This is an optimization exercise on Yosys and OpenROAD, whose aim is small area, a short achievable clock period and few clock cycles, not a production implementation.
RTL that was checked went through simulation tests only; none was proved equivalent to the original.
No functional check of the RTL was part of runs 2 and 4 to 6.
Power figures rest on the tool's default switching activity, not on a simulated workload.

<file path="design.v">
module godmr_core (
    input  wire        clk,
    input  wire        rst,           
    input  wire        req_valid,
    input  wire        req_write,
    input  wire [1:0]  req_size,      
    input  wire [11:0] req_addr,
    input  wire [31:0] req_wdata,
    output reg         resp_valid,
    output reg         resp_err,
    output reg  [31:0] resp_rdata,
    output wire [15:0] qr_code,       
    input  wire        qr_ok          
);
    localparam [7:0] OP_CRC9_INIT    = 8'h01;
    localparam [7:0] OP_CRC9_UPDATE  = 8'h02;
    localparam [7:0] OP_CRC9_FINAL   = 8'h03;
    localparam [7:0] OP_CRC16_INIT   = 8'h11;
    localparam [7:0] OP_CRC16_UPDATE = 8'h12;
    localparam [7:0] OP_CRC16_FINAL  = 8'h13;
    localparam [7:0] OP_CRC32_INIT   = 8'h21;
    localparam [7:0] OP_CRC32_UPDATE = 8'h22;
    localparam [7:0] OP_CRC32_FINAL  = 8'h23;
    localparam [7:0] OP_EMB_EXTRACT  = 8'h31;
    localparam [7:0] OP_EMB_PARSE    = 8'h32;
    localparam [7:0] OP_FRAME_ENCODE = 8'h41;
    localparam [7:0] OP_FRAME_DECODE = 8'h42;
    reg [2:0]   status_err;
    reg [8:0]   crc9;
    reg [15:0]  crc16;
    reg [31:0]  crc32;
    reg [15:0]  sync_hi;
    reg [31:0]  sync_lo;
    reg [15:0]  emb_code;
    reg [7:0]   emb_len;
    reg [3:0]   emb_cc;
    reg [1:0]   emb_lcss;
    reg         emb_valid;
    reg [15:0]  wlen;
    reg [7:0]   b0 [0:52];
    reg [7:0]   b1 [0:52];
    reg [16:0]  wp;      
    reg [16:0]  fp;      
    function integer region;
        input integer k;
        begin
            if (k < 4)       region = 0;
            else if (k < 5)  region = 1;
            else if (k < 8)  region = 2;
            else if (k < 11) region = 3;
            else if (k < 12) region = 4;
            else if (k < 15) region = 5;
            else if (k < 16) region = 6;
            else if (k < 20) region = 7;
            else             region = 8 + (k - 20) / 4;
        end
    endfunction
    function integer flane;
        input integer k;
        begin
            case (k)
                4:  flane = 0;                
                8:  flane = 2;                
                9:  flane = 1;
                10: flane = 0;
                11: flane = 3;                
                12: flane = 2;
                13: flane = 1;
                14: flane = 0;
                default: flane = 3 - (k % 4);
            endcase
        end
    endfunction
    assign qr_code = emb_code;
    reg        busy;
    reg [1:0]  eng;        
    reg [7:0]  rem;        
    wire [9:0] word = req_addr[11:2];
    reg mapped, ro, wo;
    always @* begin
        mapped = 1'b1;
        ro     = 1'b0;
        wo     = 1'b0;
        case (word)
            10'h000:                          wo = 1'b1;
            10'h001, 10'h004, 10'h005, 10'h006,
            10'h00B, 10'h017:                 ro = 1'b1;
            10'h008, 10'h009, 10'h00A,
            10'h010, 10'h011, 10'h012, 10'h013,
            10'h014, 10'h015, 10'h016, 10'h018: ;
            default: begin
                if (word >= 10'h020 && word <= 10'h028)      ;
                else if (word >= 10'h040 && word <= 10'h04D) ;
                else mapped = 1'b0;
            end
        endcase
    end
    wire bus_error = (req_size != 2'd2) || (req_addr[1:0] != 2'b00) || !mapped ||
                     (req_write && ro) || (!req_write && wo);
    wire wr_ok = req_valid && req_write && !bus_error;
    wire [7:0] opc  = req_wdata[31:24];
    wire [7:0] dat  = req_wdata[23:16];
    wire [7:0] cnt  = req_wdata[15:8];
    wire [7:0] rsvd = req_wdata[7:0];
    reg legal;
    always @* begin
        legal = 1'b0;
        if (rsvd == 8'd0) begin
            case (opc)
                OP_CRC9_INIT, OP_CRC16_INIT, OP_CRC16_FINAL, OP_CRC32_INIT,
                OP_CRC32_FINAL, OP_EMB_EXTRACT, OP_EMB_PARSE,
                OP_FRAME_ENCODE, OP_FRAME_DECODE:
                    legal = (dat == 8'd0) && (cnt == 8'd0);
                OP_CRC9_UPDATE:
                    legal = (cnt >= 8'd1) && (cnt <= 8'd8);
                OP_CRC9_FINAL:
                    legal = (dat == 8'd0);
                OP_CRC16_UPDATE, OP_CRC32_UPDATE:
                    legal = (cnt == 8'd0);
                default:
                    legal = 1'b0;
            endcase
        end
    end
    wire is_cmd   = wr_ok && (word == 10'h000);
    wire cmd_ok   = is_cmd && legal;
    wire c_crc9i  = cmd_ok && opc == OP_CRC9_INIT;
    wire c_crc9u  = cmd_ok && opc == OP_CRC9_UPDATE;
    wire c_crc9f  = cmd_ok && opc == OP_CRC9_FINAL;
    wire c_crc16i = cmd_ok && opc == OP_CRC16_INIT;
    wire c_crc16u = cmd_ok && opc == OP_CRC16_UPDATE;
    wire c_crc16f = cmd_ok && opc == OP_CRC16_FINAL;
    wire c_crc32i = cmd_ok && opc == OP_CRC32_INIT;
    wire c_crc32u = cmd_ok && opc == OP_CRC32_UPDATE;
    wire c_crc32f = cmd_ok && opc == OP_CRC32_FINAL;
    wire c_ext    = cmd_ok && opc == OP_EMB_EXTRACT;
    wire c_parse  = cmd_ok && opc == OP_EMB_PARSE;
    wire c_enc    = cmd_ok && opc == OP_FRAME_ENCODE;
    wire c_dec    = cmd_ok && opc == OP_FRAME_DECODE;
    wire dec_ok   = c_dec && (wlen == 16'd53);
    wire [31:0] wd = req_wdata & {32{~rst}};
    function [8:0] crc9_steps;
        input [8:0] c;
        input [7:0] d;
        input [3:0] n;
        integer i;
        reg [8:0] x;
        begin
            x = c;
            crc9_steps = c;
            for (i = 0; i < 8; i = i + 1) begin
                x = {x[7:0], d[7 - i]} ^ (x[8] ? 9'h059 : 9'h000);
                if (n == i + 1) crc9_steps = x;
            end
        end
    endfunction
    function [15:0] crc16_8;
        input [15:0] c;
        input [7:0] d;
        integer i;
        reg [15:0] x;
        begin
            x = c;
            for (i = 0; i < 8; i = i + 1)
                x = {x[14:0], d[7 - i]} ^ (x[15] ? 16'h1021 : 16'h0000);
            crc16_8 = x;
        end
    endfunction
    function [31:0] crc32_8;
        input [31:0] c;
        input [7:0] d;
        integer i;
        reg [31:0] x;
        begin
            x = c;
            for (i = 0; i < 8; i = i + 1)
                x = {x[30:0], d[7 - i]} ^ (x[31] ? 32'h04C11DB7 : 32'h00000000);
            crc32_8 = x;
        end
    endfunction
    wire [7:0] e_dat = busy ? 8'd0 : ((c_crc9u | c_crc16u | c_crc32u) ? dat : 8'd0);
    wire [7:0] e_cnt9 = busy ? rem : cnt;            
    wire [3:0] e_n9  = (e_cnt9 > 8'd8) ? 4'd8 : e_cnt9[3:0];
    wire [8:0]  crc9_nx  = crc9_steps(crc9, e_dat, e_n9);
    wire [15:0] crc16_nx = crc16_8(crc16, e_dat);
    wire [31:0] crc32_nx = crc32_8(crc32, e_dat);
    wire step9  = (busy && eng == 2'd0) || c_crc9u || c_crc9f;
    wire step16 = (busy && eng == 2'd1) || c_crc16u || c_crc16f;
    wire step32 = (busy && eng == 2'd2) || c_crc32u || c_crc32f;
    wire is_f = (word[9:4] == 6'h01);                
    wire is_p = (word[9:4] == 6'h02);                
    wire is_w = (word[9:4] == 6'h04);                
    wire [3:0] wi = word[3:0];
    reg [16:0] wr_f, wr_w;
    always @* begin
        wr_f = 17'd0;
        wr_w = 17'd0;
        if (wr_ok) begin
            if (is_f) begin
                case (wi)
                    4'h0: wr_f[0] = 1'b1;
                    4'h1: wr_f[1] = 1'b1;
                    4'h2: wr_f[2] = 1'b1;
                    4'h3: wr_f[3] = 1'b1;
                    4'h4: wr_f[5:4] = 2'b11;
                    4'h5: wr_f[6] = 1'b1;
                    4'h6: wr_f[7] = 1'b1;
                    default: ;
                endcase
            end
            if (is_p && wi <= 4'd8)
                wr_f[8 + wi] = 1'b1;
            if (is_w) begin
                case (wi)
                    4'h0: wr_w[0] = 1'b1;
                    4'h1: wr_w[2:1] = 2'b11;
                    4'h2: wr_w[4:3] = 2'b11;
                    4'h3: wr_w[6:5] = 2'b11;
                    4'h4: wr_w[7] = 1'b1;
                    default: if (wi <= 4'd13) wr_w[wi + 3] = 1'b1;
                endcase
            end
        end
    end
    wire [16:0] en0 = {17{rst}} | (wr_f & wp) | (wr_w & fp);
    wire [16:0] en1 = {17{rst}} | (wr_f & ~wp) | (wr_w & ~fp);
    genvar k;
    generate
        for (k = 0; k < 53; k = k + 1) begin : g_byte
            localparam integer R  = region(k);
            localparam integer FL = flane(k);
            localparam integer WL = 3 - (k % 4);
            wire [7:0] lane = (FL == WL) ? wd[8*WL +: 8] :
                              (word[6] ? wd[8*WL +: 8] : wd[8*FL +: 8]);
            always @(posedge clk) begin
                if (en0[R]) b0[k] <= lane;
                if (en1[R]) b1[k] <= lane;
            end
        end
    endgenerate
    always @(posedge clk) begin
        if (rst) begin
            wp <= 17'd0;
            fp <= 17'd0;
        end else begin
            fp <= (wr_f & ~wp) | (~wr_f & (dec_ok ? wp : fp));
            wp <= (wr_w & ~fp) | (~wr_w & (c_enc ? fp : wp));
        end
    end
    always @(posedge clk) begin
        if (rst || (wr_ok && word == 10'h008)) sync_hi <= wd[15:0];
        if (rst || (wr_ok && word == 10'h009)) sync_lo <= wd;
        if (rst || (wr_ok && word == 10'h018)) wlen    <= wd[15:0];
        else if (c_enc)                         wlen    <= 16'd53;
        if (rst || (wr_ok && word == 10'h00A)) begin
            emb_len  <= wd[31:24];
            emb_code <= wd[15:0];
        end else if (c_ext) begin
            emb_len  <= 8'd16;
            emb_code <= {sync_hi[15:8], sync_lo[7:0]};
        end
    end
    always @(posedge clk) begin
        if (rst) begin
            resp_valid <= 1'b0;
            resp_err   <= 1'b0;
            busy       <= 1'b0;
            eng        <= 2'd0;
            rem        <= 8'd0;
            status_err <= 3'd0;
            crc9       <= 9'd0;
            crc16      <= 16'd0;
            crc32      <= 32'd0;
            emb_cc     <= 4'd0;
            emb_lcss   <= 2'd0;
            emb_valid  <= 1'b0;
        end else begin
            resp_valid <= 1'b0;
            if (c_crc9i)     crc9  <= 9'd0;
            else if (step9)  crc9  <= crc9_nx;
            if (c_crc16i)    crc16 <= 16'd0;
            else if (step16) crc16 <= crc16_nx;
            if (c_crc32i)    crc32 <= 32'd0;
            else if (step32) crc32 <= crc32_nx;
            if (busy) begin
                rem <= rem - {4'd0, e_n9};
                if (rem <= 8'd8) begin
                    busy       <= 1'b0;
                    resp_valid <= 1'b1;
                    resp_err   <= 1'b0;
                end
            end else if (req_valid) begin
                resp_err   <= bus_error;
                resp_valid <= 1'b1;
                if (c_crc9f && cnt > 8'd8) begin
                    busy <= 1'b1; eng <= 2'd0; rem <= cnt - 8'd8; resp_valid <= 1'b0;
                end
                if (c_crc16f) begin
                    busy <= 1'b1; eng <= 2'd1; rem <= 8'd8; resp_valid <= 1'b0;
                end
                if (c_crc32f) begin
                    busy <= 1'b1; eng <= 2'd2; rem <= 8'd24; resp_valid <= 1'b0;
                end
            end
            if (is_cmd) begin
                if (!legal)
                    status_err <= 3'd4;
                else if (c_dec && !dec_ok)
                    status_err <= 3'd1;
                else if (c_parse && emb_len != 8'd16)
                    status_err <= 3'd1;
                else if (c_parse && !qr_ok)
                    status_err <= 3'd2;
                else if (c_parse && emb_code[11])
                    status_err <= 3'd3;
                else
                    status_err <= 3'd0;
            end
            if (c_parse) begin
                if (emb_len != 8'd16 || !qr_ok || emb_code[11]) begin
                    {emb_valid, emb_lcss, emb_cc} <= 7'd0;
                end else begin
                    emb_cc    <= emb_code[15:12];
                    emb_lcss  <= emb_code[10:9];
                    emb_valid <= 1'b1;
                end
            end
        end
    end
    reg [6:0] ra;
    always @(posedge clk) ra <= word[6:0];
    wire r_s  = ~ra[6] & ~ra[5] & ~ra[4];           
    wire r_f  = ~ra[6] & ~ra[5] &  ra[4];           
    wire r_p  = ~ra[6] &  ra[5];                    
    wire r_w  =  ra[6];                             
    wire [3:0] ri = ra[3:0];
    reg [16:0] rs_f, rs_w;
    always @* begin
        rs_f = 17'd0;
        rs_w = 17'd0;
        if (r_f) begin
            case (ri)
                4'h0: rs_f[0] = 1'b1;
                4'h1: rs_f[1] = 1'b1;
                4'h2: rs_f[2] = 1'b1;
                4'h3: rs_f[3] = 1'b1;
                4'h4: rs_f[5:4] = 2'b11;
                4'h5: rs_f[6] = 1'b1;
                4'h6: rs_f[7] = 1'b1;
                default: ;
            endcase
        end
        if (r_p) rs_f[8 + ri[3:0]] = 1'b1;
        if (r_w) begin
            case (ri)
                4'h0: rs_w[0] = 1'b1;
                4'h1: rs_w[2:1] = 2'b11;
                4'h2: rs_w[4:3] = 2'b11;
                4'h3: rs_w[6:5] = 2'b11;
                4'h4: rs_w[7] = 1'b1;
                default: rs_w[ri + 3] = 1'b1;
            endcase
        end
    end
    wire [16:0] s0  = (rs_f & ~fp) | (rs_w & ~wp);
    wire [16:0] s1  = (rs_f &  fp) | (rs_w &  wp);
    wire [16:0] sf0 = rs_f & ~fp, sf1 = rs_f & fp;
    wire [16:0] sw0 = rs_w & ~wp, sw1 = rs_w & wp;
    wire [7:0] flags = fp[6] ? b1[15] : b0[15];
    wire [1:0] view_slot = {1'b0, flags[0]} + 2'd1;
    wire [31:0] f_view = {16'd0, flags[7:4], 2'b00, flags[3:2], 3'b000,
                          flags[1], 2'b00, view_slot};
    reg [31:0] rd_frame;
    integer q;
    always @* begin
        rd_frame = 32'd0;
        for (q = 0; q < 53; q = q + 1) begin
            if (flane(q) == 3 - (q % 4)) begin
                rd_frame[8*(3 - (q % 4)) +: 8] = rd_frame[8*(3 - (q % 4)) +: 8] |
                    ({8{s0[region(q)]}} & b0[q]) | ({8{s1[region(q)]}} & b1[q]);
            end else begin
                rd_frame[8*flane(q) +: 8] = rd_frame[8*flane(q) +: 8] |
                    ({8{sf0[region(q)]}} & b0[q]) | ({8{sf1[region(q)]}} & b1[q]);
                rd_frame[8*(3 - (q % 4)) +: 8] = rd_frame[8*(3 - (q % 4)) +: 8] |
                    ({8{sw0[region(q)]}} & b0[q]) | ({8{sw1[region(q)]}} & b1[q]);
            end
        end
    end
    reg [31:0] rd_reg;
    always @* begin
        rd_reg = 32'd0;
        if (r_s) begin
            case (ri)
                4'h1: rd_reg = {29'd0, status_err};
                4'h4: rd_reg = {23'd0, crc9};
                4'h5: rd_reg = {16'd0, crc16};
                4'h6: rd_reg = crc32;
                4'h8: rd_reg = {16'd0, sync_hi};
                4'h9: rd_reg = sync_lo;
                4'hA: rd_reg = {emb_len, 8'd0, emb_code};
                4'hB: rd_reg = {23'd0, emb_valid, 2'b00, emb_lcss, emb_cc};
                default: rd_reg = 32'd0;
            endcase
        end
        if (r_f && ri == 4'h7) rd_reg = f_view;
        if (r_f && ri == 4'h8) rd_reg = {16'd0, wlen};
    end
    always @* resp_rdata = rd_frame | rd_reg;
endmodule
</file>
<file path="run.sh">
#!/bin/bash
# synth_recipe.tcl (not shown) runs the flow's synth.tcl, then flattens the netlist and writes it again
# the make line also repeats each setting of config.mk as NAME=value (left out here)
make -C /OpenROAD-flow-scripts/flow DESIGN_CONFIG=/design/flow/config.mk WORK_HOME=/design/flow/orfs CLKGATE_MAP_FILE= SYNTH_SCRIPT=/design/flow/synth_recipe.tcl finish
</file>
<file path="config.mk">
export PLATFORM = sky130hd
export DESIGN_NAME = godmr_core
export DESIGN_NICKNAME = godmr_core
export VERILOG_FILES = /design/flow/design.v
export SDC_FILE = /design/flow/constraint.sdc
export NUM_CORES = 4
export LEC_CHECK = 0
export CAP_MARGIN = 20
export CORE_MARGIN = 2
export CORE_UTILIZATION = 40
export PLACE_DENSITY = 0.6
export SLEW_MARGIN = 20
</file>
<file path="constraint.sdc">
create_clock -name core_clock -period 5.0 [get_ports {clk}]
set_input_delay 1.0000 -clock core_clock [delete_from_list [all_inputs] [get_ports {clk}]]
set_output_delay 1.0000 -clock core_clock [all_outputs]
set_load 0.01 [all_outputs]
</file>
==> results.py, run 1 <==
metrics = {
    "sta": {
        "setup_ws_ps": -0.428,
        "max_freq_mhz": 200,
        "period_minus_slack_ps": 5000,
        "max_slew_margin_pct": 25.1,
        "finalCritPeriodShare_pct": 100,
        "fin_skew_ps": 70.6,
        "drv_slew": 0,
        "rsz0062_at_grt": "true",
        "tightest_slew_ps": 1120,
        "hold_viol_final": 0,
        "setup_viol": 1,
    },
    "min_path": {
        "hp-start": "emb_cc[2]$_SDFFE_PP0P_",
        "min_path_cells": 2,
        "worstHoldPathType": "reg2reg",
        "min_to": "emb_cc[2]$_SDFFE_PP0P_",
    },
    "floorplanning": {
        "initial_core_util_pct": 40.5,
        "die_x_um": 342,
        "core_um2": 113000,
        "dieArea_um2": 117000,
        "row_count": 123,
        "ios": 101,
        "die_h_um": 342,
    },
    "setup_path": {
        "critPathArrivalTime_ps": 4000,
        "r2r_start": "busy$_SDFF_PP0_",
        "reg2reg_depth": 10,
        "path_class": "reg2out",
        "r2r_end": "crc9[4]$_SDFFE_PP0P_",
        "r2r_slack_ps": 1640,
        "required_ps": 4000,
        "cp-end-kind": "output pin",
        "cp_max_fo": 10,
        "cp-start-kind": "flip-flop",
    },
    "cts": {
        "clockBufferDepth": 3,
        "cts-root-buf": "clkbuf_16",
        "clock_latency_ps": 740,
        "cts_made_buffers": 108,
        "cts_hold_buf": 0,
        "clkSinkCount": 1057,
        "cts_tree": "built",
        "ctsHtreeMaxLevel": 3,
        "clk_pin_slew_ps": 60,
    },
    "global_route": {
        "antenna_found_initial": 1,
        "grt_max_degree": 73,
        "grt_pass1_vias": 31100,
        "grt.total_usage_pct": 27.5,
        "grt_pass1_wl_um": 232000,
        "overflow": 0,
    },
    "routing": {
        "vias": 33500,
        "dr.pass1.iters": 12,
        "drt-wirelength-per-cell_um": 31.4,
        "drt_iter0_drc": 5051,
        "viasPerCell": 6.32,
        "wirelength_um": 166000,
        "detail-route-antenna-nets": 0,
        "drc_errors": 0,
    },
    "yosys": {
        "synth.most_common_cell": "edfxtp_1",
        "synth_area_leaders": "edfxtp_1, dfxtp_1, a22oi_1",
        "netlist_area_um2": 45600,
        "synth_top_area_cell": "edfxtp_1",
        "yosysSeqAreaShare_pct": 66.9,
        "synth-edff-count": 936,
        "synth_common_cells": "edfxtp_1, nand2_1, nor2_1",
        "synth.distinct_cells": 92,
        "yosysTopAreaCellShare_pct": 61.6,
        "async_reset_ff_share_pct": 0,
        "ys_warn_count": 3,
        "syn_area_per_cell_um2": 13.3,
        "ys_ff_latch": 1057,
        "postSynthCellCount": 3421,
        "synth_nets": 3484,
        "synth_top_flop_cell": "edfxtp_1",
    },
    "place": {
        "place_area_um2": 50300,
        "port_buffers": 100,
        "gp_congestion": 0.942,
        "place_inst": 5045,
        "dp_hpwl_um": 110000,
    },
    "status": {
        "so_faults": "setup timing",
        "status": "complete, but fails checks",
    },
    "run": {
        "drv_cap": 0,
    },
    "power_and_ir_drop": {
        "power_mw": 20.4,
        "powerDensity_nw_per_um2": 368,
        "peakVddDrop_mv": 0.295,
        "p_leak_nw": 18.4,
    },
    "cells_and_area": {
        "final_util_pct": 49.2,
        "fin_area_um2": 55500,
        "fin_cells": 5304,
        "nets": 3773,
        "layout-area-overhead-vs-synth_pct": 21.6,
        "drive_gt1_share_pct": 18.5,
    },
}
==> power breakdown <==
group,switching (mW),internal [mW]
combinational,0.985,0.436
clock,3.57,4.88
sequential,0.229,10.3
==> per-layer routing <==
layer | routed length [µm] | track usage (%) | up-vias
met1 | 65800 | 38.1 | 16900
li1 | - | - | 14200
met5 | 0 | 0 | -
met4 | 6050 | 10.1 | 0
met3 | 17800 | 4.96 | 295
met2 | 76800 | 43.4 | 2066
==> worst max-delay path, stage by stage, from the launching register on <==
cell and delay [ps]:
dfxtp_4 370, buf_8 140, nand2_1 210, buf_4 260, nor2_1 70, buf_4 180, a222oi_1 550, o2111ai_1 280
a221o_1 320, a21oi_1 200, and3_1 210, nand4_1 180, dlygate4sd2_1 360
==> area by class of cell <==
cell class | instances | area, µm²
Fill cell | 9650 | 57300
Sequential cell | 1057 | 30500
Multi-Input combinational cell | 2070 | 15100
Timing Repair Buffer | 403 | 4030
Clock buffer | 122 | 2780
Tap cell | 1500 | 1880
Clock inverter | 80 | 900
Inverter | 70 | 263
Antenna cell | 2 | 5.00
==> metrics by stage <==
step | worst slack, ps | setup TNS [ps] | hold slack (ps)
3_5_place_dp | -296 | -296 | 445
5_1_grt | -57.6 | -127 | 474
4_1_cts | -94.5 | -497 | 452
3_3_place_gp | -380 | -391 | 438
6_report | -0.428 | -0.428 | 456
2_1_floorplan | -769 | -49200 | 431
==> registers in the layout, summed over array words and instances, names as in the netlist, 7 cells and up, named ones only <==
register	count
ra	7
crc32	32
rem	8
emb_code	16
emb_len	8
b0	424
sync_lo	32
crc9	9
b1	424
wlen	16
sync_hi	16
crc16	16
==> cells by family after synthesis <==
family | Yosys count | synth area share [%]
AOI/OAI and AO/OA | 914 | 15.1
xor gates and xnor gates | 144 | 2.76
muxes | 145 | 3.24
buffers and inverters | 294 | 2.59
and+or+nand+nor | 855 | 9.11
adders and majority gates | 12 | 0.345
DFF | 1057 | 66.9
==> cell usage in the layout, fill, tap and decap left out, types with 16 or more instances in the layout <==
cell | Yosys | final
a221oi_1 | 92 | 62
or3_1 | 18 | 16
o21ai_0 | 131 | 121
mux2i_1 | 123 | 123
nor4_1 | 22 | 19
nand3_1 | 101 | 93
inv_1 | 68 | 64
buf_12 | 0 | 50
o211ai_1 | 19 | 19
a211oi_1 | 53 | 50
a221o_1 | 34 | 26
a21oi_1 | 111 | 104
mux2_2 | 22 | 22
dfxtp_1 | 121 | 114
and3_1 | 29 | 24
xnor2_1 | 106 | 105
clkinv_1 | 1 | 25
a31oi_1 | 33 | 32
edfxtp_1 | 936 | 936
nand2b_1 | 21 | 17
bufinv_16 | 0 | 17
clkinv_2 | 0 | 26
dlygate4sd2_1 | 0 | 18
clkdlybuf4s50_1 | 0 | 66
clkbuf_16 | 0 | 113
nand4_1 | 47 | 47
nor3_1 | 56 | 51
a221oi_2 | 0 | 26
a22o_1 | 31 | 30
xor2_1 | 38 | 38
a222oi_1 | 65 | 65
buf_4 | 4 | 237
nand2_1 | 263 | 258
nor2_1 | 204 | 197
a22oi_1 | 190 | 182
==> timing repair <==
item / in CTS / in global routing
pin swaps: 62 / 65
resized for setup: 164 / 74
endpoints found under the setup margin: 32 / 31
gates cloned: 3 / 4
buffers inserted: 24 / 24
==> worst max path at each step <==
stage                       start                  end  slack, ps
floorplan             req_addr[6]  b0[36][0]$_DFFE_PP_       -770
global placement    ra[1]$_DFF_P_        resp_rdata[1]       -380
global route        ra[1]$_DFF_P_       resp_rdata[26]        -60
detailed placement  ra[1]$_DFF_P_        resp_rdata[1]       -300
CTS                 ra[1]$_DFF_P_        resp_rdata[1]        -90
finish              ra[1]$_DFF_P_       resp_rdata[22]       -0.4
Testbench counts, summed over its fixed seeds: cycles 26,424.
==> run 2, diff against run 1 <==
--- a/design.v
+++ b/design.v
@@ -192,6 +192,7 @@
     wire is_w = (word[9:4] == 6'h04);                
     wire [3:0] wi = word[3:0];
     reg [16:0] wr_f, wr_w;
+    integer j;
     always @* begin
         wr_f = 17'd0;
         wr_w = 17'd0;
@@ -208,8 +209,9 @@
                     default: ;
                 endcase
             end
-            if (is_p && wi <= 4'd8)
-                wr_f[8 + wi] = 1'b1;
+            if (is_p)
+                for (j = 0; j < 9; j = j + 1)
+                    if (wi == j) wr_f[8 + j] = 1'b1;
             if (is_w) begin
                 case (wi)
                     4'h0: wr_w[0] = 1'b1;
@@ -217,7 +219,8 @@
                     4'h2: wr_w[4:3] = 2'b11;
                     4'h3: wr_w[6:5] = 2'b11;
                     4'h4: wr_w[7] = 1'b1;
-                    default: if (wi <= 4'd13) wr_w[wi + 3] = 1'b1;
+                    default: for (j = 5; j < 14; j = j + 1)
+                                 if (wi == j) wr_w[j + 3] = 1'b1;
                 endcase
             end
         end
@@ -283,7 +286,7 @@
             if (c_crc32i)    crc32 <= 32'd0;
             else if (step32) crc32 <= crc32_nx;
             if (busy) begin
-                rem <= rem - {4'd0, e_n9};
+                rem <= rem - 8'd8;
                 if (rem <= 8'd8) begin
                     busy       <= 1'b0;
                     resp_valid <= 1'b1;
@@ -327,14 +330,14 @@
             end
         end
     end
-    reg [6:0] ra;
-    always @(posedge clk) ra <= word[6:0];
+    wire [6:0] ra = word[6:0];
     wire r_s  = ~ra[6] & ~ra[5] & ~ra[4];           
     wire r_f  = ~ra[6] & ~ra[5] &  ra[4];           
     wire r_p  = ~ra[6] &  ra[5];                    
     wire r_w  =  ra[6];                             
     wire [3:0] ri = ra[3:0];
     reg [16:0] rs_f, rs_w;
+    integer m;
     always @* begin
         rs_f = 17'd0;
         rs_w = 17'd0;
@@ -350,7 +353,9 @@
                 default: ;
             endcase
         end
-        if (r_p) rs_f[8 + ri[3:0]] = 1'b1;
+        if (r_p)
+            for (m = 0; m < 9; m = m + 1)
+                if (ri == m) rs_f[8 + m] = 1'b1;
         if (r_w) begin
             case (ri)
                 4'h0: rs_w[0] = 1'b1;
@@ -358,7 +363,8 @@
                 4'h2: rs_w[4:3] = 2'b11;
                 4'h3: rs_w[6:5] = 2'b11;
                 4'h4: rs_w[7] = 1'b1;
-                default: rs_w[ri + 3] = 1'b1;
+                default: for (m = 5; m < 14; m = m + 1)
+                             if (ri == m) rs_w[m + 3] = 1'b1;
             endcase
         end
     end
@@ -405,5 +411,5 @@
         if (r_f && ri == 4'h7) rd_reg = f_view;
         if (r_f && ri == 4'h8) rd_reg = {16'd0, wlen};
     end
-    always @* resp_rdata = rd_frame | rd_reg;
+    always @(posedge clk) resp_rdata <= rd_frame | rd_reg;
 endmodule
--- a/config.mk
+++ b/config.mk
@@ -7,6 +7,9 @@
 export LEC_CHECK = 0
 export CAP_MARGIN = 20
 export CORE_MARGIN = 2
-export CORE_UTILIZATION = 40
-export PLACE_DENSITY = 0.6
+export CORE_UTILIZATION = 55
+export CTS_CLUSTER_DIAMETER = 80
+export CTS_CLUSTER_SIZE = 40
+export PLACE_DENSITY = 0.7
+export SETUP_SLACK_MARGIN = 2.9
 export SLEW_MARGIN = 20
==> run 2 against run 1 <==
Compared with the run above: the flow now stops in global routing; area after synthesis fell by 1.1%; synthesized cell count shrank 2.3%.
==> results.py, run 2 <==
metrics = {
    "yosys": {
        "synth_top_area_cell": "edfxtp_1",
        "postSynthCellCount": 3341,
        "netlist_area_um2": 45100,
        "synth_nets": 3394,
        "yosysSeqAreaShare_pct": 68.8,
        "synth.most_common_cell": "edfxtp_1",
        "synth_area_leaders": "edfxtp_1, dfxtp_1, a22oi_1",
        "yosysTopAreaCellShare_pct": 62.3,
        "synth_common_cells": "edfxtp_1, a22oi_1, nand2_1",
        "syn_area_per_cell_um2": 13.5,
        "synth.distinct_cells": 87,
        "synth_top_flop_cell": "edfxtp_1",
        "ys_ff_latch": 1082,
        "ys_warn_count": 3,
        "synth-edff-count": 936,
        "async_reset_ff_share_pct": 0,
    },
    "place": {
        "gp_congestion": 1.01,
        "place_inst": 4480,
        "place_area_um2": 49300,
        "dp_hpwl_um": 110000,
        "port_buffers": 100,
        "preCtsSetupSlack_ps": 136,
    },
    "status": {
        "status": "aborted with a tool error",
        "lastStage": "global routing",
        "toolErrorMsg": "[ERROR GRT-0232] Routing congestion too high. Check the congestion heatmap in the GUI.",
    },
    "cts": {
        "clkSinkCount": 1082,
        "cts-root-buf": "clkbuf_16",
        "clockBufferDepth": 3,
        "ctsHtreeMaxLevel": 2,
        "cts_made_buffers": 41,
    },
    "floorplanning": {
        "initial_core_util_pct": 55.2,
        "die_x_um": 290,
        "die_h_um": 290,
        "ios": 101,
        "row_count": 105,
    },
    "global_route": {
        "antenna_found_initial": 38,
        "overflow": 135,
        "grt.total_usage_pct": 77.2,
        "grt_max_degree": 52,
    },
    "sta": {
        "crit_endpoint": "resp_rdata[3]$_DFF_P_/D",
        "endpoint_type": "register input",
    },
}
## run 2: metal layers
layer	GRT overflow	track usage [%]
met5	2	53.3
met4	65	71.4
met3	8	69.0
met2	58	89.5
met1	2	76.3
## run 2: what timing repair did
| item | CTS |
|---|---|
| pin swaps | 350 |
| gates cloned | 109 |
| setup buffers | 492 |
| resized for setup | 1410 |
| endpoints found under the setup margin | 1807 |
| hold buffers | 0 |
## run 2: cells by family after synthesis
family          after synthesis  share of synthesized area (%)
xor+xnor                    140                           2.78
simple gates                825                           8.76
fa+ha+maj                     2                         0.0554
buf+inv                     266                           2.26
mux                         119                           2.65
compound gates              907                           14.7
flops                      1082                           68.8
## run 2: power groups by stage
stage / Sequential (mW) / Combinational, mW / Clock, mW
3_3_place_gp: 11.0 / 1.20 / 0
2_1_floorplan: 10.9 / 0.504 / 0
3_5_place_dp: 11.0 / 1.22 / 0
4_1_cts: 10.8 / 1.86 / 4.79
## run 2: through the flow
stage          total power [mW]  hold slack (ps)
4_1_cts                    17.5              487
3_5_place_dp               12.2              471
3_3_place_gp               12.2              455
2_1_floorplan              11.4              429
## run 2: worst max-delay path by stage
stage          slack [ps]  depth (start not counted)                     end     startpoint
4_1_cts              1940                         10    crc9[0]$_SDFFE_PP0P_  req_wdata[14]
3_5_place_dp          140                         10  resp_rdata[16]$_DFF_P_    req_addr[4]
2_1_floorplan         970                          7   emb_code[0]$_DFFE_PP_  req_wdata[14]
3_3_place_gp          180                         10  resp_rdata[16]$_DFF_P_    req_addr[4]
==> run 3, diff against run 2 <==
--- a/design.v
+++ b/design.v
@@ -286,7 +286,7 @@
             if (c_crc32i)    crc32 <= 32'd0;
             else if (step32) crc32 <= crc32_nx;
             if (busy) begin
-                rem <= rem - 8'd8;
+                rem <= rem - {4'd0, e_n9};
                 if (rem <= 8'd8) begin
                     busy       <= 1'b0;
                     resp_valid <= 1'b1;
==> config.mk (replaced) <==
export PLATFORM = sky130hd
export DESIGN_NAME = godmr_core
export DESIGN_NICKNAME = godmr_core
export VERILOG_FILES = /design/flow/design.v
export SDC_FILE = /design/flow/constraint.sdc
export NUM_CORES = 4
export LEC_CHECK = 0
export CAP_MARGIN = 20
export CORE_MARGIN = 2
export CORE_UTILIZATION = 40
export PLACE_DENSITY = 0.6
export SLEW_MARGIN = 20
==> run 3 against run 2 <==
Compared with the run above: the run now finishes clean; area after synthesis grew 0.28%; synthesized cell count grew 0.81%.
==> results.py, run 3 <==
metrics = {
    "status": {
        "status": "complete, no violations",
    },
    "yosys": {
        "syn_area_per_cell_um2": 13.4,
        "synth_top_area_cell": "edfxtp_1",
        "ys_warn_count": 3,
        "synth_area_leaders": "edfxtp_1, dfxtp_1, a22oi_1",
        "yosysSeqAreaShare_pct": 68.6,
        "synth.most_common_cell": "edfxtp_1",
        "netlist_area_um2": 45300,
        "ys_ff_latch": 1082,
        "synth.distinct_cells": 82,
        "synth_top_flop_cell": "edfxtp_1",
        "async_reset_ff_share_pct": 0,
        "postSynthCellCount": 3368,
        "synth_common_cells": "edfxtp_1, nand2_1, a22oi_1",
        "synth-edff-count": 936,
        "yosysTopAreaCellShare_pct": 62.1,
        "synth_nets": 3425,
    },
    "cells_and_area": {
        "drive_gt1_share_pct": 12.9,
        "multiInputGateArea_um2": 13500,
        "final_common_cell": "edfxtp_1",
        "layout-area-overhead-vs-synth_pct": 17.2,
        "nets": 3612,
        "fin_area_um2": 53000,
        "top_regs": "b0 x424, b1 x424",
        "ff_latch_area_um2": 31000,
        "fill_cells": 9891,
        "final_cell_mix": "edfxtp_1, nand2_1, a22oi_1, nor2_1, buf_4",
        "fin_cells": 5151,
    },
    "sta": {
        "tightest_slew_ps": 1150,
        "fin_skew_ps": 57.8,
        "hold_viol_final": 0,
        "period_minus_slack_ps": 4190,
        "final.setup.tns_ps": 0,
        "max_freq_mhz": 239,
        "setup_viol": 0,
        "finalCritPeriodShare_pct": 83.7,
        "rsz0062_at_grt": "false",
        "drv_slew": 0,
        "max_slew_margin_pct": 21.3,
    },
    "setup_path": {
        "path_class": "in2reg",
        "reg2reg_depth": 16,
        "required_ps": 5460,
        "cp_max_fo": 17,
        "cp_slowest_cell": "a2111oi_0",
        "cp-start-kind": "primary input",
        "slowest_delay_ps": 790,
        "cp-end-kind": "flip-flop",
        "critPathArrivalTime_ps": 4650,
        "crit_path_frequent_cell": "buf_4",
        "path_cells": "clkdlybuf4s50_1 > nand2b_1 > nor2_1 > and3_1 > buf_4 > a22o_1 > a2111oi_0 > buf_4 > nand4_1",
        "r2r_start": "busy$_SDFF_PP0_",
        "critical_path.startpoint": "req_addr[2]",
    },
    "min_path": {
        "min_path_cells": 2,
        "worstHoldPathType": "reg2reg",
        "hp-start": "emb_cc[0]$_SDFFE_PP0P_",
    },
    "power_and_ir_drop": {
        "peakVddDrop_mv": 0.309,
        "clock_power_share_pct": 40.5,
        "combPwrFrac_pct": 6.3,
        "p_int_mw": 15.5,
        "p_leak_nw": 17.3,
        "power_frac_seq_pct": 53.2,
        "powerDensity_nw_per_um2": 382,
        "switchingPower_mw": 4.76,
        "swShare_pct": 23.5,
    },
    "routing": {
        "drc_errors": 0,
        "dr.pass1.iters": 7,
        "drt_iter0_drc": 5405,
        "wirelength_um": 172000,
        "drt-wirelength-per-cell_um": 33.4,
        "viasPerCell": 6.40,
        "detail-route-antenna-nets": 0,
        "vias": 33000,
    },
    "global_route": {
        "grt_pass1_vias": 30500,
        "grt.total_usage_pct": 28.9,
        "grt_pass1_wl_um": 237000,
        "grt_max_degree": 63,
        "antenna_found_initial": 7,
        "overflow": 0,
    },
    "place": {
        "port_buffers": 100,
        "gp_congestion": 0.962,
        "place_area_um2": 49400,
        "place_inst": 4944,
        "dp_hpwl_um": 111000,
    },
    "cts": {
        "cts_setup_buffers": 0,
        "cts_tree": "built",
        "clock_latency_ps": 720,
        "cts-root-buf": "clkbuf_16",
        "clkSinkCount": 1082,
        "cts_hold_buf": 0,
        "clk_pin_slew_ps": 60,
        "ctsHtreeMaxLevel": 3,
        "ctsResizeCount": 0,
        "clockBufferDepth": 3,
        "cts_made_buffers": 108,
    },
    "floorplanning": {
        "core_um2": 112000,
        "row_count": 123,
        "die_x_um": 340,
        "dieArea_um2": 116000,
        "die_h_um": 340,
        "ios": 101,
        "initial_core_util_pct": 40.3,
    },
    "run": {
        "drv_cap": 0,
    },
}
==> run 3: path summary, 6_finish.rpt <==
check | endpoint | slack, ps
worst max register to register | rem[6]$_SDFFE_PP0P_ | 1400
worst max-delay path | resp_rdata[19]$_DFF_P_ | 810
worst min register to register | emb_cc[0]$_SDFFE_PP0P_ | 460
worst min-delay path | emb_cc[0]$_SDFFE_PP0P_ | 460
==> run 3: cell type report <==
| type | count | share of cell area (%) |
|---|---|---|
| Multi-Input combinational cell | 2007 | 25.4 |
| Clock buffer | 149 | 5.69 |
| Sequential cell | 1082 | 58.5 |
| Timing Repair Buffer | 318 | 5.48 |
| Tap cell | 1500 | 3.54 |
| Inverter | 38 | 0.269 |
| Antenna cell | 3 | 0.0142 |
| Clock inverter | 54 | 1.07 |
==> run 3: logic make-up after synthesis <==
group	Yosys count	share of synthesized area [%]
AO/OA/AOI/OAI	930	14.9
XOR/XNOR	141	2.81
adder cells (fa/ha/maj)	6	0.182
buffers and inverters	279	2.39
flip-flops	1082	68.6
multiplexers	107	2.38
AND/OR/NAND/NOR	823	8.77
==> run 3: power by group through the flow <==
stage / Clock [mW] / Sequential [mW] / Combinational, mW
global route: 8.58 / 10.8 / 1.30
floorplan: 0 / 10.9 / 0.491
CTS: 8.26 / 10.8 / 1.25
detailed placement: 0 / 11.0 / 1.24
finish: 8.21 / 10.8 / 1.28
global placement: 0 / 11.0 / 1.23
==> run 3: per-layer routing <==
layer / vias up / wire, µm / GRT usage [%]
met5: - / 0 / 0
met4: 0 / 8580 / 12.8
met3: 400 / 20100 / 6.56
met2: 2224 / 76700 / 44.2
met1: 16600 / 66500 / 39.3
li1: 13700 / - / -
==> run 3: per-stage QoR <==
step	worst slack [ps]	hold slack [ps]	power (mW)	utilization, %
finish	815	458	20.3	47.2
detailed placement	211	448	12.2	44.0
global placement	193	447	12.2	44.0
floorplan	34.7	431	11.4	-
global route	700	472	20.7	47.2
CTS	954	457	20.3	47.2
==> run 3: critical path, delay by kind of cell <==
kind	cells	cell delay (ps)
AO/OA/AOI/OAI	2	1020
buffers and inverters	3	1280
AND/OR/NAND/NOR	4	1310
Testbench counts of run 3, summed over its fixed seeds: cycles 26,424.
==> run 4, diff against run 3 <==
--- a/design.v
+++ b/design.v
@@ -72,9 +72,11 @@
         end
     endfunction
     assign qr_code = emb_code;
-    reg        busy;
+    reg        busy;       
+    reg        hold;       
     reg [1:0]  eng;        
     reg [7:0]  rem;        
+    reg [7:0]  e_dat;      
     wire [9:0] word = req_addr[11:2];
     reg mapped, ro, wo;
     always @* begin
@@ -178,15 +180,21 @@
             crc32_8 = x;
         end
     endfunction
-    wire [7:0] e_dat = busy ? 8'd0 : ((c_crc9u | c_crc16u | c_crc32u) ? dat : 8'd0);
-    wire [7:0] e_cnt9 = busy ? rem : cnt;            
-    wire [3:0] e_n9  = (e_cnt9 > 8'd8) ? 4'd8 : e_cnt9[3:0];
+    wire [3:0] e_n9 = (rem > 8'd8) ? 4'd8 : rem[3:0];
     wire [8:0]  crc9_nx  = crc9_steps(crc9, e_dat, e_n9);
     wire [15:0] crc16_nx = crc16_8(crc16, e_dat);
     wire [31:0] crc32_nx = crc32_8(crc32, e_dat);
-    wire step9  = (busy && eng == 2'd0) || c_crc9u || c_crc9f;
-    wire step16 = (busy && eng == 2'd1) || c_crc16u || c_crc16f;
-    wire step32 = (busy && eng == 2'd2) || c_crc32u || c_crc32f;
+    wire step9  = busy && eng == 2'd0;
+    wire step16 = busy && eng == 2'd1;
+    wire step32 = busy && eng == 2'd2;
+    reg [7:0] c_shifts;
+    always @* begin
+        c_shifts = 8'd0;
+        if (c_crc9u | c_crc9f)   c_shifts = cnt;
+        if (c_crc16u | c_crc32u) c_shifts = 8'd8;
+        if (c_crc16f)            c_shifts = 8'd16;
+        if (c_crc32f)            c_shifts = 8'd32;
+    end
     wire is_f = (word[9:4] == 6'h01);                
     wire is_p = (word[9:4] == 6'h02);                
     wire is_w = (word[9:4] == 6'h04);                
@@ -268,8 +276,10 @@
             resp_valid <= 1'b0;
             resp_err   <= 1'b0;
             busy       <= 1'b0;
+            hold       <= 1'b0;
             eng        <= 2'd0;
             rem        <= 8'd0;
+            e_dat      <= 8'd0;
             status_err <= 3'd0;
             crc9       <= 9'd0;
             crc16      <= 16'd0;
@@ -286,23 +296,28 @@
             if (c_crc32i)    crc32 <= 32'd0;
             else if (step32) crc32 <= crc32_nx;
             if (busy) begin
-                rem <= rem - {4'd0, e_n9};
-                if (rem <= 8'd8) begin
-                    busy       <= 1'b0;
+                rem   <= rem - 8'd8;
+                e_dat <= 8'd0;
+                if (rem <= 8'd8)
+                    busy <= 1'b0;
+                if (hold && rem <= 8'd16) begin
+                    hold       <= 1'b0;
                     resp_valid <= 1'b1;
                     resp_err   <= 1'b0;
                 end
-            end else if (req_valid) begin
+            end
+            if (req_valid) begin
                 resp_err   <= bus_error;
                 resp_valid <= 1'b1;
-                if (c_crc9f && cnt > 8'd8) begin
-                    busy <= 1'b1; eng <= 2'd0; rem <= cnt - 8'd8; resp_valid <= 1'b0;
-                end
-                if (c_crc16f) begin
-                    busy <= 1'b1; eng <= 2'd1; rem <= 8'd8; resp_valid <= 1'b0;
-                end
-                if (c_crc32f) begin
-                    busy <= 1'b1; eng <= 2'd2; rem <= 8'd24; resp_valid <= 1'b0;
+                if (c_shifts != 8'd0) begin
+                    busy  <= 1'b1;
+                    eng   <= opc[5:4];
+                    rem   <= c_shifts;
+                    e_dat <= (c_crc9f | c_crc16f | c_crc32f) ? 8'd0 : dat;
+                    if (c_shifts > 8'd8) begin
+                        hold       <= 1'b1;
+                        resp_valid <= 1'b0;
+                    end
                 end
             end
             if (is_cmd) begin
--- a/config.mk
+++ b/config.mk
@@ -9,4 +9,5 @@
 export CORE_MARGIN = 2
 export CORE_UTILIZATION = 40
 export PLACE_DENSITY = 0.6
+export SETUP_SLACK_MARGIN = 2.6
 export SLEW_MARGIN = 20
==> run 4 against run 3 <==
Compared with the run above: final cell count is 12% higher; combinational power grew 52%; fmax grew 39%; clock power up 6.7%; global-route usage up 6.3 points; largest power group unchanged; via count up 17%; largest cell class unchanged; synthesized cell count grew 0.36%; critical path depth grew 2; area after synthesis rose by 0.38%; count of clock-buffer cells in the layout is 8 higher; clock skew decreased by 11 ps.
==> results.py, run 4 <==
metrics = {
    "min_path": {
        "worstHoldPathType": "reg2reg",
        "hp-start": "emb_cc[1]$_SDFFE_PP0P_",
        "min_path_cells": 2,
        "min_to": "emb_cc[1]$_SDFFE_PP0P_",
    },
    "cts": {
        "cts_made_buffers": 111,
        "clkSinkCount": 1091,
        "cts_tree": "built",
        "cts_hold_buf": 0,
        "ctsHtreeMaxLevel": 3,
        "cts-root-buf": "clkbuf_16",
        "clockBufferDepth": 3,
        "clock_latency_ps": 750,
        "clk_pin_slew_ps": 60,
    },
    "global_route": {
        "grt.total_usage_pct": 35.2,
        "antenna_found_initial": 10,
        "grt_pass1_vias": 35400,
        "grt_pass1_wl_um": 287000,
        "grt_max_degree": 76,
        "overflow": 0,
    },
    "sta": {
        "holdWs_ps": 469,
        "finalCritPeriodShare_pct": 60.4,
        "fin_skew_ps": 46.8,
        "hold_viol_final": 0,
        "max_slew_margin_pct": 20.9,
        "final.setup.tns_ps": 0,
        "period_minus_slack_ps": 3020,
        "setup_viol": 0,
        "tightest_slew_ps": 1190,
        "max_freq_mhz": 331,
        "rsz0062_at_grt": "true",
        "drv_slew": 0,
    },
    "setup_path": {
        "reg2reg_depth": 7,
        "critPathArrivalTime_ps": 3460,
        "path_class": "in2reg",
        "r2r_start": "wlen[11]$_SDFFCE_PN0P_",
        "path_cells": "buf_6 > or3_4 > or3_4 > a21o_1 > nand3_4 > o21ai_4 > or3_4 > o211ai_1 > buf_4 > buf_12 > buf_16",
        "cp_max_fo": 8,
        "slowest_delay_ps": 440,
        "cp-end-kind": "flip-flop",
        "cp_slowest_cell": "or3_4",
        "critical_path.startpoint": "req_addr[10]",
        "r2r_slack_ps": 2120,
        "cp-start-kind": "primary input",
        "crit_path_frequent_cell": "or3_4",
        "required_ps": 5440,
    },
    "routing": {
        "drc_errors": 0,
        "drt-wirelength-per-cell_um": 37.3,
        "detail-route-antenna-nets": 0,
        "viasPerCell": 6.67,
        "vias": 38600,
        "drt_iter0_drc": 7342,
        "wirelength_um": 216000,
        "dr.pass1.iters": 9,
    },
    "yosys": {
        "synth.distinct_cells": 88,
        "synth.most_common_cell": "edfxtp_1",
        "netlist_area_um2": 45400,
        "syn_area_per_cell_um2": 13.4,
        "ys_ff_latch": 1091,
        "synth_common_cells": "edfxtp_1, nand2_1, a22oi_1",
        "async_reset_ff_share_pct": 0,
        "ys_warn_count": 3,
        "yosysSeqAreaShare_pct": 68.7,
        "synth_top_flop_cell": "edfxtp_1",
        "synth_area_leaders": "edfxtp_1, dfxtp_1, a22oi_1",
        "synth_top_area_cell": "edfxtp_1",
        "yosysTopAreaCellShare_pct": 61.9,
        "postSynthCellCount": 3380,
        "synth_nets": 3433,
        "synth-edff-count": 936,
    },
    "cells_and_area": {
        "nets": 4243,
        "drive_gt1_share_pct": 38.9,
        "top_regs": "b0 x424, b1 x424",
        "final_common_cell": "edfxtp_1",
        "final_cell_mix": "edfxtp_1, buf_4, nand2_1, buf_6, a22oi_1",
        "layout-area-overhead-vs-synth_pct": 46.4,
    },
    "run": {
        "drv_cap": 0,
    },
    "floorplanning": {
        "die_x_um": 341,
        "ios": 101,
        "die_h_um": 341,
        "core_um2": 112000,
        "initial_core_util_pct": 40.4,
        "dieArea_um2": 116000,
        "row_count": 123,
    },
    "place": {
        "dp_hpwl_um": 115000,
        "port_buffers": 100,
        "gp_congestion": 0.966,
    },
    "power_and_ir_drop": {
        "switchingPower_mw": 5.31,
        "clock_power_share_pct": 40.5,
        "combPwrFrac_pct": 9.0,
        "p_int_mw": 16.3,
        "power_mw": 21.6,
        "peakVddDrop_mv": 0.318,
        "swShare_pct": 24.5,
        "powerDensity_nw_per_um2": 326,
        "p_leak_nw": 23.2,
        "power_frac_seq_pct": 50.5,
    },
    "status": {
        "status": "complete, no violations",
    },
}
-- run 4: logic make-up (layout without fill, tap and decap cells) --
group	count (synthesis)	in the layout	share of synthesized area (%)
flops	1091	1091	68.7
compound gates	901	904	14.4
simple gates	856	871	9.30
buf+inv	293	1184	2.62
xor+xnor	143	143	2.85
mux	94	94	2.10
fa+ha+maj	2	2	0.0551
other cells	0	2	0
-- run 4: worst max-delay path by stage --
stage	cells after the start	endpoint	slack [ps]
floorplan	10	emb_code[0]$_DFFE_PP_	670
global placement	11	resp_rdata[7]$_DFF_P_	310
detailed placement	10	b1[2][1]$_DFFE_PP_	350
CTS	11	b1[0][3]$_DFFE_PP_	2130
global route	10	flip-flop	1960
finish	11	b1[0][3]$_DFFE_PP_	1980
-- run 4: cell type report --
class	instances	area (µm²)
Antenna cell	2	5.00
Clock buffer	157	3090
Clock inverter	55	703
Fill cell	8103	46000
Inverter	47	235
Multi-Input combinational cell	2014	17500
Sequential cell	1091	31300
Tap cell	1500	1880
Timing Repair Buffer	921	11800
Timing Repair inverter	4	25.0
-- run 4: repair_timing --
action                     in CTS  in global routing
gates cloned                   94                 18
hold endpoints to repair        0                  0
pin swaps                     294                221
setup endpoints to repair    1533               1257
setup buffers                 416                118
resized for setup            1047                340
-- run 4: worst max-delay path: cells and delay by family --
kind | cells | cell delay (ps)
AND/OR/NAND/NOR | 4 | 1320
AO/OA/AOI/OAI | 3 | 500
buffers and inverters | 4 | 610
-- run 4: power by group through the flow --
stage	clock, mW	combinational [mW]	sequential, mW
finish	8.76	1.95	10.9
floorplan	0	0.515	11.0
CTS	8.66	1.72	10.9
detailed placement	0	1.21	11.1
global route	9.08	1.94	11.0
global placement	0	1.20	11.1
-- run 4: metrics by stage --
| stage | std cells | utilization (%) | area, µm² | setup WS [ps] |
|---|---|---|---|---|
| floorplan | 3380 | - | 46900 | 667 |
| global placement | 4931 | 44.7 | 50300 | 309 |
| detailed placement | 4931 | 44.7 | 50300 | 355 |
| CTS | 5653 | 56.4 | 63500 | 2130 |
| global route | 5789 | 59.1 | 66500 | 1960 |
| finish | 5791 | 59.1 | 66500 | 1980 |
-- run 4: layer usage --
metal	up-vias	wire length, µm	global-route usage (%)
li1	15100	-	-
met1	18900	74100	46.8
met2	3670	89500	49.8
met3	904	32900	10.0
met4	10	19300	24.1
met5	-	66	0
==> run 5, diff against run 4 <==
--- a/config.mk
+++ b/config.mk
@@ -9,5 +9,5 @@
 export CORE_MARGIN = 2
 export CORE_UTILIZATION = 40
 export PLACE_DENSITY = 0.6
-export SETUP_SLACK_MARGIN = 2.6
+export SETUP_SLACK_MARGIN = 2.3
 export SLEW_MARGIN = 20
==> run 5 against run 4 <==
Compared with the run above: clock power decreased by 3.5%; cell area decreased by 5.0%; count of clock-buffer cells in the layout decreased by 14; sequential share of layout area increased by 2.5 points; critical path depth increased by 1; power decreased by 2.2%; flip-flop and latch count unchanged; final cell count decreased by 3.0%; clock skew increased by 0.53 ps; highest routed layer unchanged.
==> results.py, run 5 <==
metrics = {
    "yosys": {
        "synth_nets": 3433,
        "synth_top_area_cell": "edfxtp_1",
        "synth.distinct_cells": 88,
        "postSynthCellCount": 3380,
        "synth.most_common_cell": "edfxtp_1",
        "synth-edff-count": 936,
        "async_reset_ff_share_pct": 0,
        "synth_common_cells": "edfxtp_1, nand2_1, a22oi_1",
        "ys_ff_latch": 1091,
        "synth_area_leaders": "edfxtp_1, dfxtp_1, a22oi_1",
        "yosysSeqAreaShare_pct": 68.7,
        "yosysTopAreaCellShare_pct": 61.9,
        "ys_warn_count": 3,
        "syn_area_per_cell_um2": 13.4,
        "netlist_area_um2": 45400,
        "synth_top_flop_cell": "edfxtp_1",
    },
    "sta": {
        "holdWs_ps": 460,
        "tightest_slew_ps": 995,
        "finalCritPeriodShare_pct": 60.7,
        "max_slew_margin_pct": 33.6,
        "rsz0062_at_grt": "true",
        "max_freq_mhz": 330,
        "fin_skew_ps": 47.3,
        "hold_viol_final": 0,
        "setup_ws_ps": 1970,
        "setup_viol": 0,
        "final.setup.tns_ps": 0,
        "drv_slew": 0,
        "period_minus_slack_ps": 3030,
    },
    "cells_and_area": {
        "fin_area_um2": 63100,
        "top_regs": "b0 x424, b1 x424",
        "final_util_pct": 56.1,
        "final_cell_mix": "edfxtp_1, buf_4, nand2_1, a22oi_1, clkbuf_16",
        "layout-area-overhead-vs-synth_pct": 39.0,
        "drive_gt1_share_pct": 33.3,
        "final_common_cell": "edfxtp_1",
        "fin_cells": 5616,
        "nets": 4071,
        "fill_cells": 8612,
    },
    "cts": {
        "clk_pin_slew_ps": 70,
        "clkSinkCount": 1091,
        "clock_latency_ps": 750,
        "cts-root-buf": "clkbuf_16",
        "cts_tree": "built",
        "cts_made_buffers": 111,
        "clockBufferDepth": 3,
        "ctsHtreeMaxLevel": 3,
        "cts_hold_buf": 0,
    },
    "floorplanning": {
        "die_h_um": 341,
        "die_x_um": 341,
        "dieArea_um2": 116000,
        "initial_core_util_pct": 40.4,
        "row_count": 123,
        "ios": 101,
        "core_um2": 112000,
    },
    "routing": {
        "detail-route-antenna-nets": 0,
        "vias": 37500,
        "drt_iter0_drc": 6875,
        "drc_errors": 0,
        "wirelength_um": 208000,
        "viasPerCell": 6.67,
        "dr.pass1.iters": 6,
        "drt-wirelength-per-cell_um": 37.0,
    },
    "power_and_ir_drop": {
        "peakVddDrop_mv": 0.308,
        "power_mw": 21.2,
        "powerDensity_nw_per_um2": 335,
        "p_leak_nw": 21.9,
    },
    "global_route": {
        "antenna_found_initial": 21,
        "overflow": 0,
        "grt_max_degree": 65,
        "grt_pass1_wl_um": 264000,
        "grt.total_usage_pct": 32.3,
        "grt_pass1_vias": 32800,
    },
    "run": {
        "drv_cap": 0,
    },
    "setup_path": {
        "r2r_slack_ps": 2180,
        "critPathArrivalTime_ps": 3640,
        "cp_slowest_cell": "or3_1",
        "cp_max_fo": 7,
        "path_class": "in2reg",
        "required_ps": 5610,
        "cp-end-kind": "flip-flop",
        "crit_path_frequent_cell": "buf_12",
        "path_cells": "buf_12 > buf_12 > buf_12 > buf_6 > buf_8 > nand4b_1 > buf_4 > nor2_4 > a32o_4 > a222oi_1 > nand4_1 > or3_1",
        "cp-start-kind": "primary input",
        "slowest_delay_ps": 440,
    },
    "place": {
        "dp_hpwl_um": 114000,
        "preCtsSetupSlack_ps": 446,
        "place_inst": 4923,
        "port_buffers": 100,
        "gp_congestion": 0.958,
        "place_area_um2": 50100,
    },
    "min_path": {
        "worstHoldPathType": "reg2reg",
    },
    "status": {
        "status": "complete, no violations",
    },
}
-- run 5: where the power goes --
group	switching, mW	leakage [nW]	internal, mW
Combinational	1.14	9.86	0.663
Sequential	0.289	10.3	10.6
Clock	3.69	1.77	4.77
Total	5.12	21.9	16.1
-- run 5: worst paths after layout --
| check | startpoint | endpoint | cells after the start |
|---|---|---|---|
| max | req_addr[4] | resp_rdata[12]$_DFF_P_ | 12 |
| min | hold$_SDFF_PP0_ | hold$_SDFF_PP0_ | 2 |
| max reg2reg | flip-flop | resp_rdata[10]$_DFF_P_ | 6 |
| min reg2reg | hold$_SDFF_PP0_ | hold$_SDFF_PP0_ | 2 |
-- run 5: critical path: cells and delay by family --
kind,cells,cell delay [ps]
AND/OR/NAND/NOR,4,1120
buffers and inverters,6,750
AO/OA/AOI/OAI,2,770
-- run 5: repair_timing --
action	4_1_cts	5_1_grt
setup buffers	208	171
endpoints found under the hold margin	0	0
gates resized for setup	433	504
setup endpoints to repair	1162	953
cloned	55	47
pin swaps	134	224
-- run 5: cells by family after synthesis --
kind of cell | Yosys count | share of synthesized area [%]
flops | 1091 | 68.7
compound gates | 901 | 14.4
simple gates | 856 | 9.30
buf+inv | 293 | 2.62
xor+xnor | 143 | 2.85
mux | 94 | 2.10
fa+ha+maj | 2 | 0.0551
-- run 5: cell type report --
class	count	area (µm²)	area share (%)
diodes	5	12.5	0.0198
clock buffers	143	2930	4.64
clock inverters	63	719	1.14
inverters	47	179	0.283
multi-input cells	2018	16700	26.5
flip-flops and latches	1091	31200	49.5
well taps	1500	1880	2.97
repair buffers	749	9460	15.0
-- run 5: layer usage --
| layer | track usage [%] | routed length, µm |
|---|---|---|
| met1 | 43.6 | 73500 |
| met2 | 47.1 | 86900 |
| met3 | 9.15 | 30200 |
| met4 | 17.8 | 16900 |
| met5 | 0 | 76 |
==> run 6, diff against run 5 <==
--- a/design.v
+++ b/design.v
@@ -99,7 +99,7 @@
     end
     wire bus_error = (req_size != 2'd2) || (req_addr[1:0] != 2'b00) || !mapped ||
                      (req_write && ro) || (!req_write && wo);
-    wire wr_ok = req_valid && req_write && !bus_error;
+    wire wr_ok = req_valid && req_write && (req_size == 2'd2) && (req_addr[1:0] == 2'b00);
     wire [7:0] opc  = req_wdata[31:24];
     wire [7:0] dat  = req_wdata[23:16];
     wire [7:0] cnt  = req_wdata[15:8];
--- a/config.mk
+++ b/config.mk
@@ -9,5 +9,5 @@
 export CORE_MARGIN = 2
 export CORE_UTILIZATION = 40
 export PLACE_DENSITY = 0.6
-export SETUP_SLACK_MARGIN = 2.3
+export SETUP_SLACK_MARGIN = 2.5
 export SLEW_MARGIN = 20
==> run 6 against run 5 <==
Compared with the run above: still clean on timing, DRC and antenna; sequential power about the same; global-route usage increased by 3.5 points; die area increased by 1.7%; combinational power increased by 8%; wire length increased by 6.7%; core utilization increased by 2.2 points; critical path type unchanged; critical endpoint is now resp_rdata[10]$_DFF_P_; largest power group unchanged.
==> results.py, run 6 <==
metrics = {
    "yosys": {
        "syn_area_per_cell_um2": 13.2,
        "synth.most_common_cell": "edfxtp_1",
        "synth_top_flop_cell": "edfxtp_1",
        "netlist_area_um2": 46200,
        "synth_area_leaders": "edfxtp_1, dfxtp_1, a22oi_1",
        "synth.distinct_cells": 86,
        "synth_common_cells": "edfxtp_1, a22oi_1, clkbuf_1",
        "synth-edff-count": 936,
        "ys_ff_latch": 1091,
        "yosysTopAreaCellShare_pct": 60.8,
        "postSynthCellCount": 3498,
        "ys_warn_count": 3,
        "synth_nets": 3551,
        "yosysSeqAreaShare_pct": 67.6,
        "async_reset_ff_share_pct": 0,
        "synth_top_area_cell": "edfxtp_1",
    },
    "setup_path": {
        "path_cells": "buf_12 > or3b_4 > buf_4 > nor2_1 > buf_4 > a222oi_1 > nand4_1 > or4_1",
        "required_ps": 5590,
        "cp_slowest_cell": "a222oi_1",
        "cp_max_fo": 23,
        "slowest_delay_ps": 640,
        "path_class": "in2reg",
        "cp-end-kind": "flip-flop",
        "critPathArrivalTime_ps": 3720,
        "crit_path_frequent_cell": "buf_4",
        "reg2reg_depth": 7,
        "cp-start-kind": "primary input",
    },
    "cts": {
        "clk_pin_slew_ps": 60,
        "clockBufferDepth": 3,
        "cts_hold_buf": 0,
        "clock_latency_ps": 750,
        "cts_made_buffers": 112,
        "cts_tree": "built",
        "ctsHtreeMaxLevel": 3,
        "cts-root-buf": "clkbuf_16",
        "clkSinkCount": 1091,
    },
    "sta": {
        "finalCritPeriodShare_pct": 62.5,
        "hold_viol_final": 0,
        "tightest_slew_ps": 1110,
        "setup_viol": 0,
        "period_minus_slack_ps": 3130,
        "drv_slew": 0,
        "max_slew_margin_pct": 26.1,
        "rsz0062_at_grt": "true",
        "max_freq_mhz": 320,
        "final.setup.tns_ps": 0,
        "fin_skew_ps": 72.7,
    },
    "status": {
        "status": "complete, no violations",
    },
    "routing": {
        "drc_errors": 0,
        "viasPerCell": 6.73,
        "detail-route-antenna-nets": 0,
        "dr.pass1.iters": 9,
        "wirelength_um": 222000,
        "drt_iter0_drc": 6733,
        "vias": 39900,
        "drt-wirelength-per-cell_um": 37.3,
    },
    "floorplanning": {
        "dieArea_um2": 118000,
        "initial_core_util_pct": 40.3,
        "die_h_um": 344,
        "row_count": 124,
        "ios": 101,
        "die_x_um": 344,
        "core_um2": 115000,
    },
    "power_and_ir_drop": {
        "switchingPower_mw": 5.32,
        "clock_power_share_pct": 39.7,
        "combPwrFrac_pct": 9.2,
        "p_leak_nw": 23.6,
        "powerDensity_nw_per_um2": 320,
        "p_int_mw": 16.1,
        "peakVddDrop_mv": 0.328,
        "power_frac_seq_pct": 51.1,
        "swShare_pct": 24.9,
    },
    "cells_and_area": {
        "final_cell_mix": "edfxtp_1, buf_4, buf_6, a22oi_1, nand2_1",
        "top_regs": "b0 x424, b1 x424",
        "drive_gt1_share_pct": 37.8,
        "final_common_cell": "edfxtp_1",
        "multiInputGateArea_um2": 18300,
        "fill_cells": 8618,
        "nets": 4372,
        "ff_latch_area_um2": 31200,
        "layout-area-overhead-vs-synth_pct": 44.5,
        "final_util_pct": 58.3,
    },
    "global_route": {
        "overflow": 0,
        "grt_pass1_vias": 36300,
        "grt_max_degree": 71,
        "antenna_found_initial": 15,
        "grt.total_usage_pct": 35.8,
        "grt_pass1_wl_um": 294000,
    },
    "place": {
        "gp_congestion": 0.981,
        "dp_hpwl_um": 119000,
        "port_buffers": 100,
    },
    "run": {
        "drv_cap": 0,
    },
    "min_path": {
        "worstHoldPathType": "reg2reg",
        "min_path_cells": 2,
    },
}
run 6: area by class of cell:
cell class | instances | area share [%]
Antenna cell | 5 | 0.0187
Clock buffer | 167 | 4.94
Clock inverter | 45 | 0.622
Inverter | 53 | 0.324
Multi-Input combinational cell | 2135 | 27.4
Sequential cell | 1091 | 46.8
Tap cell | 1512 | 2.83
Timing Repair Buffer | 926 | 17.1
run 6: kinds of logic after synthesis:
kind of cell | after synthesis | share of synthesized area [%]
adders and majority gates | 2 | 0.0542
and+or+nand+nor | 866 | 9.87
DFF | 1091 | 67.6
AOI/OAI and AO/OA | 952 | 14.2
xor gates and xnor gates | 146 | 2.86
muxes | 126 | 2.80
buffers and inverters | 315 | 2.70
run 6: power by group through the flow:
stage               clock [mW]  sequential [mW]  combinational (mW)
floorplan                    0             11.0               0.546
global placement             0             11.1                1.24
detailed placement           0             11.1                1.25
CTS                       8.42             10.9                1.75
global route              8.79             11.0                1.95
finish                    8.49             10.9                1.96
run 6: worst max-delay path: cells and delay by family:
family                 cells  cell delay [ps]
buffers and inverters      3              540
AND/OR/NAND/NOR            4             1500
AO/OA/AOI/OAI              1              640
run 6: per-layer routing:
metal	share of wire [%]	track usage [%]	vias up	routed length [µm]
met5	0.056	0.0401	-	123
met1	33	43.8	19600	74000
met2	43	54.0	3677	94200
met3	14	10.5	1035	30700
li1	-	-	15600	-
met4	10	26.7	18	22400
run 6: path summary, 6_finish.rpt:
| kind | start | end | slack [ps] |
|---|---|---|---|
| setup / recovery | req_addr[8] | resp_rdata[10]$_DFF_P_ | 1870 |
| hold / removal | emb_valid$_SDFFE_PP0P_ | emb_valid$_SDFFE_PP0P_ | 480 |
| setup reg to reg | wlen[1]$_SDFFCE_PN0P_ | flip-flop | 2070 |
| hold reg to reg | emb_valid$_SDFFE_PP0P_ | emb_valid$_SDFFE_PP0P_ | 480 |
run 6: timing repair:
action	CTS	global route
setup buffers	443	122
pin swaps	255	241
setup endpoints to repair	1177	1090
cloned	99	6
gates resized for setup	823	379
run 6: metrics by stage:
| step | setup WS (ps) | area, µm² | std cells | hold slack, ps | total power [mW] |
|---|---|---|---|---|---|
| 2_1_floorplan | 519 | 48100 | 3498 | 444 | 11.5 |
| 6_report | 1870 | 66800 | 5934 | 476 | 21.4 |
| 4_1_cts | 2000 | 64000 | 5801 | 477 | 21.1 |
| 3_5_place_dp | 222 | 51100 | 5047 | 467 | 12.3 |
| 3_3_place_gp | 234 | 51100 | 5047 | 466 | 12.3 |
| 5_1_grt | 1900 | 66800 | 5931 | 497 | 21.7 |

-- what the ideal ports hide --
How much do the figures lean on ideal ports? The routed layouts below were timed once more, with nothing changed but the port constraints. Step 1 assumes that a clkbuf_16 drives the clock port and a buf_2 every other input. Step 2 also shifts input and output timing later by t, the mid clock arrival at the registers, as if the neighbouring blocks saw the same clock. a / b / c = ideal ports / drivers / drivers and shift; a / b = the first two.
run	shift t [ns]	setup slack, ns	hold slack, ns	slew at the worst register clock pin (ns)	worst slew at a driven data input, ns
run 1	0.771	0.000 / -0.068 / 0.043	0.456 / 0.456 / 0.456	0.07 / 0.07	0.06
run 3	0.768	0.815 / 0.805 / 0.038	0.458 / 0.458 / 0.458	0.07 / 0.07	0.11
run 4	0.803	1.981 / 1.994 / 1.191	0.469 / 0.469 / 0.469	0.08 / 0.08	0.12
run 5	0.803	1.967 / 1.996 / 1.192	0.460 / 0.460 / 0.460	0.07 / 0.07	0.06
run 6	0.799	1.873 / 1.903 / 1.104	0.476 / 0.476 / 0.476	0.07 / 0.07	0.09
The setup slack of run 4, which loses most, moves by +0.013 ns with the drivers and by -0.790 ns with both steps.
